Background: an optimization exercise with open tools, aiming at small area, a short achievable clock period and few clock cycles. Do not read the settings as production practice. In this exercise RTL edits were held to simulation tests only and were not proved equivalent to the original. Power is estimated from default activity; no workload was simulated.

$ cat flow/design.v
module ckf (
    input  wire         clk,
    input  wire         rst,
    input  wire         cmd_valid,
    output wire         cmd_ready,
    input  wire [31:0]  cmd_word,
    input  wire [7:0]   cmd_len,
    input  wire         din_valid,
    output wire         din_ready,
    input  wire [7:0]   din_data,
    output wire         done,
    output wire [7:0]   lrc,
    output wire [15:0]  crc,
    output wire [15:0]  crcout,
    output wire [15:0]  status,
    output wire [31:0]  frm,
    output wire [5:0]   out_len,
    output wire [303:0] out_data,
    output wire [5:0]   rx_len,
    output wire [255:0] rx_data
);
    localparam OUT_MAX   = 38;
    localparam RXBUF_CAP = 32;
    function [15:0] crc_step;
        input [15:0] c;
        input [7:0]  b;
        integer k;
        reg [15:0] t;
        begin
            t = c ^ {8'h00, b};
            for (k = 0; k < 8; k = k + 1)
                t = t[0] ? ((t >> 1) ^ 16'h8408) : (t >> 1);
            crc_step = t;
        end
    endfunction
    reg [7:0]   lrc_r;
    reg [15:0]  crc_r;
    reg [3:0]   err_r;
    reg         ok_r;
    reg         pass_r;
    reg [31:0]  frm_r;
    reg [7:0]   ob [0:OUT_MAX-1];
    reg [5:0]   out_len_r;
    reg [7:0]   rb [0:RXBUF_CAP-1];
    reg [5:0]   rx_len_r;
    reg         complete_r;
    reg [1:0]   tier_r;
    reg         cmd_ready_r, din_ready_r;
    reg [31:0]  cw_q;
    reg [7:0]   len_q;
    reg [7:0]   rem;             
    reg         hdr_act;         
    reg [1:0]   hcnt;
    reg         first_q;         
    reg         commit_q;        
    reg         done_r;
    reg [7:0]   din_q;           
    reg         dv_q, l1_q, l2_q;
    wire cmd_fire = cmd_valid & cmd_ready_r;
    wire din_fire = din_valid & din_ready_r;
    assign cmd_ready = cmd_ready_r;
    assign din_ready = din_ready_r;
    assign done      = done_r;
    always @(posedge clk) begin
        if (cmd_ready_r) begin
            cw_q  <= cmd_word;
            len_q <= cmd_len;
        end
        din_q <= din_data;
    end
    always @(posedge clk) begin
        if (rst) begin
            cmd_ready_r <= 1'b1;
            din_ready_r <= 1'b0;
            rem         <= 8'd0;
            hdr_act     <= 1'b0;
            hcnt        <= 2'd0;
            first_q     <= 1'b0;
            commit_q    <= 1'b0;
            done_r      <= 1'b0;
            dv_q        <= 1'b0;
            l1_q        <= 1'b0;
            l2_q        <= 1'b0;
        end else begin
            dv_q     <= din_fire;
            l1_q     <= (rem == 8'd1);
            l2_q     <= (rem == 8'd2);
            first_q  <= cmd_fire;
            done_r   <= commit_q;
            commit_q <= 1'b0;
            if (hdr_act) begin
                hcnt <= hcnt + 2'd1;
                if (hcnt == 2'd3) hdr_act <= 1'b0;
                if (hcnt == 2'd2) begin
                    if (rem == 8'd0) begin
                        commit_q    <= 1'b1;
                        cmd_ready_r <= 1'b1;
                    end else begin
                        din_ready_r <= 1'b1;
                    end
                end
            end
            if (cmd_fire) begin
                rem <= cmd_len;
                if (cmd_word[7:0] == 8'h12) begin
                    hdr_act     <= 1'b1;
                    hcnt        <= 2'd0;
                    cmd_ready_r <= 1'b0;
                end else if (cmd_len != 8'd0) begin
                    cmd_ready_r <= 1'b0;
                    din_ready_r <= 1'b1;
                end else begin
                    commit_q <= 1'b1;
                end
            end
            if (din_fire) begin
                rem <= rem - 8'd1;
                if (rem == 8'd1) begin
                    din_ready_r <= 1'b0;
                    cmd_ready_r <= 1'b1;
                    commit_q    <= 1'b1;
                end
            end
        end
    end
    wire [7:0] op  = cw_q[7:0];
    wire [5:0] n   = len_q[5:0];
    reg known, fmt_n, fmt_e;
    always @(*) begin
        known = 1'b1;
        fmt_n = 1'b0;
        fmt_e = 1'b0;
        case (op)
            8'h00, 8'h01, 8'h08, 8'h18: fmt_n = 1'b1;
            8'h02, 8'h03, 8'h04, 8'h09, 8'h0A, 8'h0B,
            8'h10, 8'h11, 8'h13, 8'h19: ;
            8'h12: fmt_e = 1'b1;
            default: known = 1'b0;
        endcase
    end
    wire e_ill  = !known || (!fmt_e && cw_q[31:8] != 24'd0) || (fmt_n && len_q != 8'd0);
    wire e_long = len_q > 8'd32;
    wire vok    = !e_ill && !e_long;
    wire k_lrc_init  = vok && op == 8'h01;
    wire k_lrc_feed  = vok && op == 8'h02;
    wire k_lrc_calc  = vok && op == 8'h03;
    wire k_lrc_check = vok && op == 8'h04;
    wire k_crc_init  = vok && op == 8'h08;
    wire k_crc_feed  = vok && op == 8'h09;
    wire k_crc_calc  = vok && op == 8'h0A;
    wire k_crc_check = vok && op == 8'h0B;
    wire k_lrc_enc   = vok && op == 8'h10;
    wire k_lrc_dec   = vok && op == 8'h11;
    wire k_crc_enc   = vok && op == 8'h12;
    wire k_crc_dec   = vok && op == 8'h13;
    wire k_rx_clear  = vok && op == 8'h18;
    wire k_rx_append = vok && op == 8'h19;
    reg [7:0]  tl;               
    reg [15:0] tc;               
    wire [7:0]  hbyte = (hcnt == 2'd0) ? cw_q[15:8] :
                        (hcnt == 2'd1) ? len_q + 8'd2 :
                        (hcnt == 2'd2) ? cw_q[23:16] : cw_q[31:24];
    wire        fold_c   = hdr_act | (dv_q & !((k_crc_check | k_crc_dec) & (l1_q | l2_q)));
    wire [15:0] step_out = crc_step(k_crc_feed ? crc_r : tc, hdr_act ? hbyte : din_q);
    wire [15:0] tc_fin   = fold_c ? step_out : tc;
    wire [7:0]  tl_fin   = tl ^ (din_q & {8{dv_q}});
    always @(posedge clk) begin
        if (rst || commit_q) begin
            tl <= 8'h00;
            tc <= 16'hFFFF;
        end else begin
            tl <= tl_fin;
            if (!k_crc_feed) tc <= tc_fin;
        end
    end
    reg lo_ok, etx_ok;
    always @(posedge clk) begin
        if (dv_q && l2_q) begin
            lo_ok  <= (~tc[7:0] == din_q);
            etx_ok <= (din_q == 8'h03);
        end
    end
    wire crc_ok = lo_ok && (~tc[15:8] == din_q);
    reg [5:0] ptr;
    always @(posedge clk) begin
        if (first_q)
            ptr <= k_lrc_enc ? 6'd3 : k_crc_enc ? 6'd4 : k_rx_append ? rx_len_r : 6'd0;
        else if (dv_q)
            ptr <= ptr + 6'd1;
    end
    wire out_p  = dv_q && (k_lrc_enc || k_crc_enc || k_lrc_dec || k_crc_dec);
    wire rx_p   = dv_q && k_rx_append;
    wire hdr_w  = first_q && (k_lrc_enc || k_crc_enc);
    wire [7:0] ob0 = ob[0];
    wire [7:0] ob1 = ob[1];
    wire [7:0] ob2 = ob[2];
    wire [7:0] ob3 = ob[3];
    wire [6:0] rx_sum   = {1'b0, rx_len_r} + {1'b0, n};
    wire       rx_ovf   = rx_sum > 7'd32;
    wire ldec_pass  = (n < 6'd5) || (ob0 != 8'h02);
    wire ldec_len   = (ob1 != 8'h00) || (ob2 != {2'b00, n - 6'd5});
    wire ldec_sum   = (tl_fin != 8'h00);
    wire ldec_succ  = k_lrc_dec && !ldec_pass && !ldec_len && etx_ok && !ldec_sum;
    wire cdec_short = (n < 6'd6);
    wire cdec_len   = (ob1 + 8'd4 != len_q);
    wire cdec_succ  = k_crc_dec && !cdec_short && !cdec_len && crc_ok;
    reg [3:0] r_err;
    reg       r_ok, r_pass;
    always @(*) begin
        r_err = 4'h0; r_ok = 1'b1; r_pass = 1'b0;
        if (e_ill) begin
            r_err = 4'h7; r_ok = 1'b0;
        end else if (e_long) begin
            r_err = 4'h8; r_ok = 1'b0;
        end else if (k_lrc_check) begin
            if (n == 6'd0) begin r_err = 4'h5; r_ok = 1'b0; end
            else if (tl_fin != 8'h00) begin r_err = 4'h1; r_ok = 1'b0; end
        end else if (k_crc_check) begin
            if (n < 6'd2) begin r_err = 4'h5; r_ok = 1'b0; end
            else if (!crc_ok) begin r_err = 4'h1; r_ok = 1'b0; end
        end else if (k_lrc_dec) begin
            if (ldec_pass) begin r_ok = 1'b0; r_pass = 1'b1; end
            else if (ldec_len) begin r_err = 4'h2; r_ok = 1'b0; end
            else if (!etx_ok) begin r_err = 4'h3; r_ok = 1'b0; end
            else if (ldec_sum) begin r_err = 4'h1; r_ok = 1'b0; end
        end else if (k_crc_dec) begin
            if (cdec_short) begin r_err = 4'h5; r_ok = 1'b0; end
            else if (cdec_len) begin r_err = 4'h2; r_ok = 1'b0; end
            else if (!crc_ok) begin r_err = 4'h1; r_ok = 1'b0; end
        end else if (k_rx_append) begin
            if (rx_ovf) begin r_err = 4'h6; r_ok = 1'b0; end
        end
    end
    wire [5:0] tb  = k_lrc_enc ? n + 6'd3 : k_crc_enc ? n + 6'd4 : 6'd0;
    wire       t_w = commit_q && (k_lrc_enc || k_crc_enc || k_lrc_calc || k_crc_calc);
    wire [7:0] t0  = k_lrc_enc ? 8'h03 : k_lrc_calc ? tl_fin : ~tc_fin[7:0];
    wire [7:0] t1  = k_lrc_enc ? (tl_fin ^ {2'b00, n} ^ 8'h01) : ~tc_fin[15:8];
    wire       s3  = commit_q && ldec_succ;
    wire       s4  = commit_q && cdec_succ;
    wire [7:0] h0 = k_lrc_enc ? 8'h02 : cw_q[15:8];
    wire [7:0] h1 = k_lrc_enc ? 8'h00 : len_q + 8'd2;
    wire [7:0] h2 = k_lrc_enc ? len_q : cw_q[23:16];
    wire [7:0] h3 = cw_q[31:24];
    genvar gi;
    generate
        for (gi = 0; gi < OUT_MAX; gi = gi + 1) begin : g_ob
            wire [7:0] sh3 = (gi + 3 < OUT_MAX) ? ob[(gi + 3) % OUT_MAX] : 8'h00;
            wire [7:0] sh4 = (gi + 4 < OUT_MAX) ? ob[(gi + 4) % OUT_MAX] : 8'h00;
            wire [7:0] hv  = (gi == 0) ? h0 : (gi == 1) ? h1 : (gi == 2) ? h2 : h3;
            always @(posedge clk) begin
                if (s3 && gi < 27)
                    ob[gi] <= sh3;
                else if (s4 && gi < 26)
                    ob[gi] <= sh4;
                else if (t_w && tb == gi)
                    ob[gi] <= t0;
                else if (t_w && tb + 6'd1 == gi)
                    ob[gi] <= t1;
                else if (out_p && ptr == gi)
                    ob[gi] <= din_q;
                else if (hdr_w && gi < 4 && !(k_lrc_enc && gi == 3))
                    ob[gi] <= hv;
            end
        end
        for (gi = 0; gi < RXBUF_CAP; gi = gi + 1) begin : g_rb
            always @(posedge clk)
                if (rx_p && ptr == gi) rb[gi] <= din_q;
        end
    endgenerate
    reg [5:0] rx_len_n;
    always @(*) begin
        rx_len_n = rx_len_r;
        if (rst) rx_len_n = 6'd0;
        else if (commit_q && k_rx_clear) rx_len_n = 6'd0;
        else if (commit_q && k_rx_append && !rx_ovf) rx_len_n = rx_sum[5:0];
    end
    wire [7:0] rb0_n = (rx_p && ptr == 6'd0) ? din_q : rb[0];
    always @(posedge clk) begin
        rx_len_r <= rx_len_n;
        complete_r <= 1'b0;
        tier_r     <= 2'd0;
        if (rx_len_n != 6'd0) begin
            if (rb0_n == 8'h04) begin
                if (rx_len_n >= 6'd8) begin complete_r <= 1'b1; tier_r <= 2'd1; end
            end else if (rb0_n == 8'h0B) begin
                if (rx_len_n >= 6'd15) begin complete_r <= 1'b1; tier_r <= 2'd1; end
            end else if (rx_len_n == 6'd1 && rb0_n == 8'h01) begin
                complete_r <= 1'b1; tier_r <= 2'd2;
            end else if ({3'b000, rx_len_n} >= {1'b0, rb0_n} + 9'd4) begin
                complete_r <= 1'b1; tier_r <= 2'd3;
            end
        end
    end
    always @(posedge clk) begin
        if (rst) begin
            lrc_r     <= 8'h00;
            crc_r     <= 16'hFFFF;
            err_r     <= 4'h0;
            ok_r      <= 1'b0;
            pass_r    <= 1'b0;
            frm_r     <= 32'd0;
            out_len_r <= 6'd0;
        end else begin
            if (k_crc_feed && dv_q) crc_r <= step_out;
            if (commit_q) begin
                err_r  <= r_err;
                ok_r   <= r_ok;
                pass_r <= r_pass;
                if (k_lrc_init) lrc_r <= 8'h00;
                if (k_lrc_feed) lrc_r <= lrc_r ^ tl_fin;
                if (k_lrc_calc) lrc_r <= tl_fin;
                if (k_crc_init) crc_r <= 16'hFFFF;
                if (k_crc_calc) crc_r <= tc_fin;
                if (k_lrc_dec) frm_r <= ldec_succ ? {26'd0, n - 6'd5} : 32'd0;
                if (k_crc_dec) frm_r <= cdec_succ ? {ob3, ob2, ob1, ob0} : 32'd0;
                if (k_lrc_calc) out_len_r <= 6'd1;
                if (k_crc_calc) out_len_r <= 6'd2;
                if (k_lrc_enc)  out_len_r <= n + 6'd5;
                if (k_crc_enc)  out_len_r <= n + 6'd6;
                if (k_lrc_dec)  out_len_r <= ldec_succ ? n - 6'd5 : n;
                if (k_crc_dec)  out_len_r <= cdec_succ ? n - 6'd6 : n;
            end
        end
    end
    assign lrc     = lrc_r;
    assign crc     = crc_r;
    assign crcout  = ~crc_r;
    assign status  = {7'd0, tier_r, complete_r, pass_r, ok_r, err_r};
    assign frm     = frm_r;
    assign out_len = out_len_r;
    assign rx_len  = rx_len_r;
    generate
        for (gi = 0; gi < OUT_MAX; gi = gi + 1) begin : g_out
            assign out_data[8*gi +: 8] = ob[gi];
        end
        for (gi = 0; gi < RXBUF_CAP; gi = gi + 1) begin : g_rx
            assign rx_data[8*gi +: 8] = rb[gi];
        end
    endgenerate
endmodule
$ cat flow/constraint.sdc
create_clock -name core_clock -period 8.0 [get_ports {clk}]
set_input_delay 1.6000 -clock core_clock [delete_from_list [all_inputs] [get_ports {clk}]]
set_output_delay 1.6000 -clock core_clock [all_outputs]
set_load 0.01 [all_outputs]
$ cat flow/config.mk
export PLATFORM = sky130hd
export DESIGN_NAME = ckf
export DESIGN_NICKNAME = ckf
export VERILOG_FILES = /design/flow/design.v
export SDC_FILE = /design/flow/constraint.sdc
export NUM_CORES = 4
export LEC_CHECK = 0
export CAP_MARGIN = 20
export CORE_MARGIN = 2
export CORE_UTILIZATION = 40
export SLEW_MARGIN = 20
$ cat flow/run.sh
#!/bin/bash
# synth_recipe.tcl (not shown) runs the flow's synth.tcl, then flattens the netlist and writes it again
# the make line also repeats each setting of config.mk as NAME=value (left out here)
make -C /OpenROAD-flow-scripts/flow DESIGN_CONFIG=/design/flow/config.mk WORK_HOME=/design/flow/orfs CLKGATE_MAP_FILE= SYNTH_SCRIPT=/design/flow/synth_recipe.tcl finish
==> run notes <==
per-layer routing:
metal / part of all wire / up-vias
li1: - / 15800
met1: 0.37 / 18200
met2: 0.44 / 3238
met3: 0.13 / 724
met4: 0.064 / 12
met5: 0.00079 / -
registers in the layout, summed over array words and instances, names as in the netlist, 16 cells and up, named ones only:
register and count:
ob 304, rb 256, cw_q 32, frm_r 32
crc_r 16, tc 16
through the flow:
step	util	instances	setup WS (ps)
2_1_floorplan	-	3921	3710
3_3_place_gp	0.491	5659	2240
3_5_place_dp	0.491	5661	2120
4_1_cts	0.520	5811	2090
5_1_grt	0.521	5813	1770
6_report	0.521	5813	1990
layout by cell type (no fill, tap or decap), drive strengths merged, types with 11 or more instances in the layout:
| cell | synthesis | final |
|---|---|---|
| a211oi | 92 | 92 |
| a21o | 15 | 15 |
| a21oi | 290 | 290 |
| a221o | 15 | 15 |
| a221oi | 32 | 32 |
| a222oi | 35 | 35 |
| a22oi | 57 | 57 |
| a31oi | 15 | 15 |
| and2 | 27 | 27 |
| and3 | 32 | 32 |
| buf | 86 | 106 |
| clkbuf | 250 | 97 |
| clkdlybuf4s50 | 0 | 706 |
| clkinv | 3 | 34 |
| clkinvlp | 0 | 11 |
| dfxtp | 139 | 139 |
| edfxtp | 600 | 600 |
| ha | 35 | 35 |
| inv | 63 | 65 |
| mux2i | 48 | 48 |
| nand2 | 468 | 468 |
| nand2b | 12 | 12 |
| nand3 | 118 | 118 |
| nand4 | 41 | 41 |
| nor2 | 400 | 400 |
| nor2b | 13 | 13 |
| nor3 | 113 | 113 |
| nor4 | 34 | 34 |
| o2111ai | 13 | 13 |
| o211ai | 112 | 112 |
| o21a | 19 | 19 |
| o21ai | 361 | 361 |
| o221ai | 24 | 24 |
| o22ai | 101 | 101 |
| o31ai | 12 | 12 |
| or3 | 20 | 20 |
| xnor2 | 65 | 65 |
| xor2 | 39 | 39 |
power groups by stage:
| stage | Clock (mW) | Sequential [mW] | Combinational, mW |
|---|---|---|---|
| 2_1_floorplan | 0 | 4.31 | 0.473 |
| 3_3_place_gp | 0 | 4.34 | 0.788 |
| 3_5_place_dp | 0 | 4.34 | 0.793 |
| 4_1_cts | 3.97 | 4.26 | 0.797 |
| 5_1_grt | 4.12 | 4.26 | 0.869 |
| 6_report | 3.95 | 4.26 | 0.837 |
cell families after synthesis:
group	Yosys count
XOR/XNOR	105
multiplexers	57
AO/OA/AOI/OAI	1247
adder cells (fa/ha/maj)	37
flip-flops	739
buffers and inverters	402
other	1
AND/OR/NAND/NOR	1327
how the worst max path moves through the flow:
stage	depth (start not counted)	slack [ps]	start	end
5_1_grt	11	1770	len_q[1]	ob[28][4]
6_report	14	1990	len_q[1]	ob[19][2]
2_1_floorplan	18	3710	len_q[1]	complete_r
3_3_place_gp	16	2240	len_q[1]	ob[16][1]
3_5_place_dp	15	2120	len_q[1]	ob[2][1]
4_1_cts	15	2090	len_q[1]	ob[2][1]
cell type report:
class | instances | area, µm²
clock buffer | 96 | 2100
inverter | 66 | 248
clock inverter | 54 | 658
timing repair buffer | 813 | 7890
multi-input combinational | 2780 | 16300
fill | 8783 | 45700
sequential | 739 | 20800
tap | 1265 | 1580
worst max-delay path, cell delays in order, from the launching register on:
cell,delay [ps]
edfxtp_1,360
buf_4,230
inv_1,240
ha_1,570
and4bb_1,350
a21bo_2,230
and2_1,350
nand3_4,360
mux2i_1,370
xor2_2,370
xnor2_4,230
xor2_2,330
o21a_1,1030
nor2_1,310
a211oi_1,430
==> flow_metrics.tcl <==
set metrics [dict create \
    clock_sinks 739 \
    drt-pass1-iter-count 10 \
    min-delay-path-class "flop to flop" \
    slew_headroom 0.141 \
    ys_warn_count 3 \
    grt-busiest-layer "met2" \
    vias_per_cell 6.54 \
    ys_seq_area_frac 0.538 \
    nets 4569 \
    power_density_nw_per_um2 182 \
    p_switching_mw 2.37 \
    vdd_drop_max_uv 139 \
    die_width_um 315 \
    die_area_um2 99100 \
    use_met1 0.478 \
    cts_tree "done" \
    met3_usage 0.115 \
    async_flop_share 0 \
    hold_start "lrc_r[1]" \
    diodes 0 \
    synthTopCellsByArea "edfxtp_1, dfxtp_1, nand2_1, o21ai_0, nor2_1" \
    clockBufferDepth 3 \
    setup_viol 0 \
    synth_flop_cell "edfxtp_1" \
    io_buffers 707 \
    sw_frac_of_total 0.262 \
    core.rowCount 113 \
    min_period_ps 6010 \
    synth.top_cell.area_share 0.466 \
    finalWirelength_um 192000 \
    synth_most_common_cell "edfxtp_1" \
    cts_root_buf "clkbuf_16" \
    rsz0062_at_grt "no" \
    worst_slew_pin_slew_ps 1290 \
    start_util 0.405 \
    htreeDepth 3 \
    hold_viol_final 0 \
    total_power_mw 9.05 \
    crit_type "flop to flop" \
    grt_pass1_wl_um 267000 \
    cp-start-kind "flop" \
    dpl_cell_area_um2 46800 \
    routedWlPerCell_um 33.1 \
    status "finished clean" \
    r2r_cells 14 \
    fin_crit_sh 0.751 \
    cts.repair.resized 0 \
    whs_endpoint "lrc_r[1]" \
    cts-hold-fix-buffers 0 \
    crit_fanout 24 \
    fin_skew_ps 43.4 \
    setup_tns_ps 0 \
    gp_congestion 0.988 \
    ys_ff_latch 739 \
    r2r_slack_ps 1990 \
    yosys.area_share.simple 0.158 \
    synth_cell_types 102 \
    intPower_mw 6.68 \
    clock_power_share 0.437 \
    antenna_found_initial 4 \
    hold_slack_ps 477 \
    seqPwrFrac 0.471 \
    clkTransAtPathRegs_ps 60 \
    numCtsBuffers 81 \
    cp-end-kind "flop" \
    dpl.hpwl_um 137000 \
    combPwrFrac 0.093 \
    r2r_end "ob[19][2]" \
    cts_setup_buffers 0 \
    synth_top_area_cell "edfxtp_1" \
    drive_gt1_frac 0.0721 \
    drv_cap 0 \
    grt_use_met2 0.567 \
    synth_fa_ha_area_frac 0.0121 \
    grt_usage 0.374 \
    design_area_um2 49600 \
    grt_pass1_vias 35300 \
    netlist_area_um2 38600 \
    drtAntennaViolNets 0 \
    insertion_delay_ps 690 \
    maxSlewViolCount 0 \
    leakage_nw 17.2 \
    grt_start_max_net_pins 72 \
    hold_depth 2 \
    clock.fmax_mhz 166 \
    synthMuxAreaShare 0.0152 \
    synth_top_family_by_area "compound AO/OA/AOI/OAI gates" \
    route.vias.total 38000 \
    arrival_ps 6470 \
    synth_compound_area_frac 0.207 \
    drt-initial-drc-count 6525 \
    gr-total-overflow 0 \
    synthXorXnorAreaFrac 0.0269 \
    die_height_um 315 \
    io-pin-count 715 \
    synth_common_cells "edfxtp_1, nand2_1, nor2_1" \
    synth_edf_count 600 \
    route.detailed.drc 0 \
    crit_required_ps 8460 \
    r2r-start "len_q[1]" \
    coreArea_um2 95300 \
    syn_avg_cell_area_um2 9.87 \
    syn_inst 3915 \
    area_delta_synth_final_pct 28.5 \
]
Testbench counts, summed over its fixed seeds: cycles 48,599.

-- port drivers added, routing unchanged --
The results above use ideal ports. As a check the final layout listed here was re-extracted and re-timed, cells and wires unchanged. Step 1 (the two cells are an assumption about what drives the block):
set clk [get_ports {clk}]
set_driving_cell -lib_cell sky130_fd_sc_hd__clkbuf_16 $clk
set_driving_cell -lib_cell sky130_fd_sc_hd__buf_2 [delete_from_list [all_inputs] $clk]
Step 2 moves the port delays by t, midway between the first and last clock arrival at a register: inputs arrive t later, outputs are due t later. That takes back most of the time a late clock gives input paths. Three values: ideal, step 1, step 2; two values: the first two.
t (ns): 0.740
slack for setup (ns): 1.989 / 1.989 / 1.989
worst setup path after step 2: register to register
worst register clock-pin slew, ns: 0.07 / 0.07
cell pins on the clock port's net: 1
After both steps setup and hold are still met in this run. For this run, drivers alone change the setup slack by 0.000 ns; drivers and shift together by 0.000 ns.
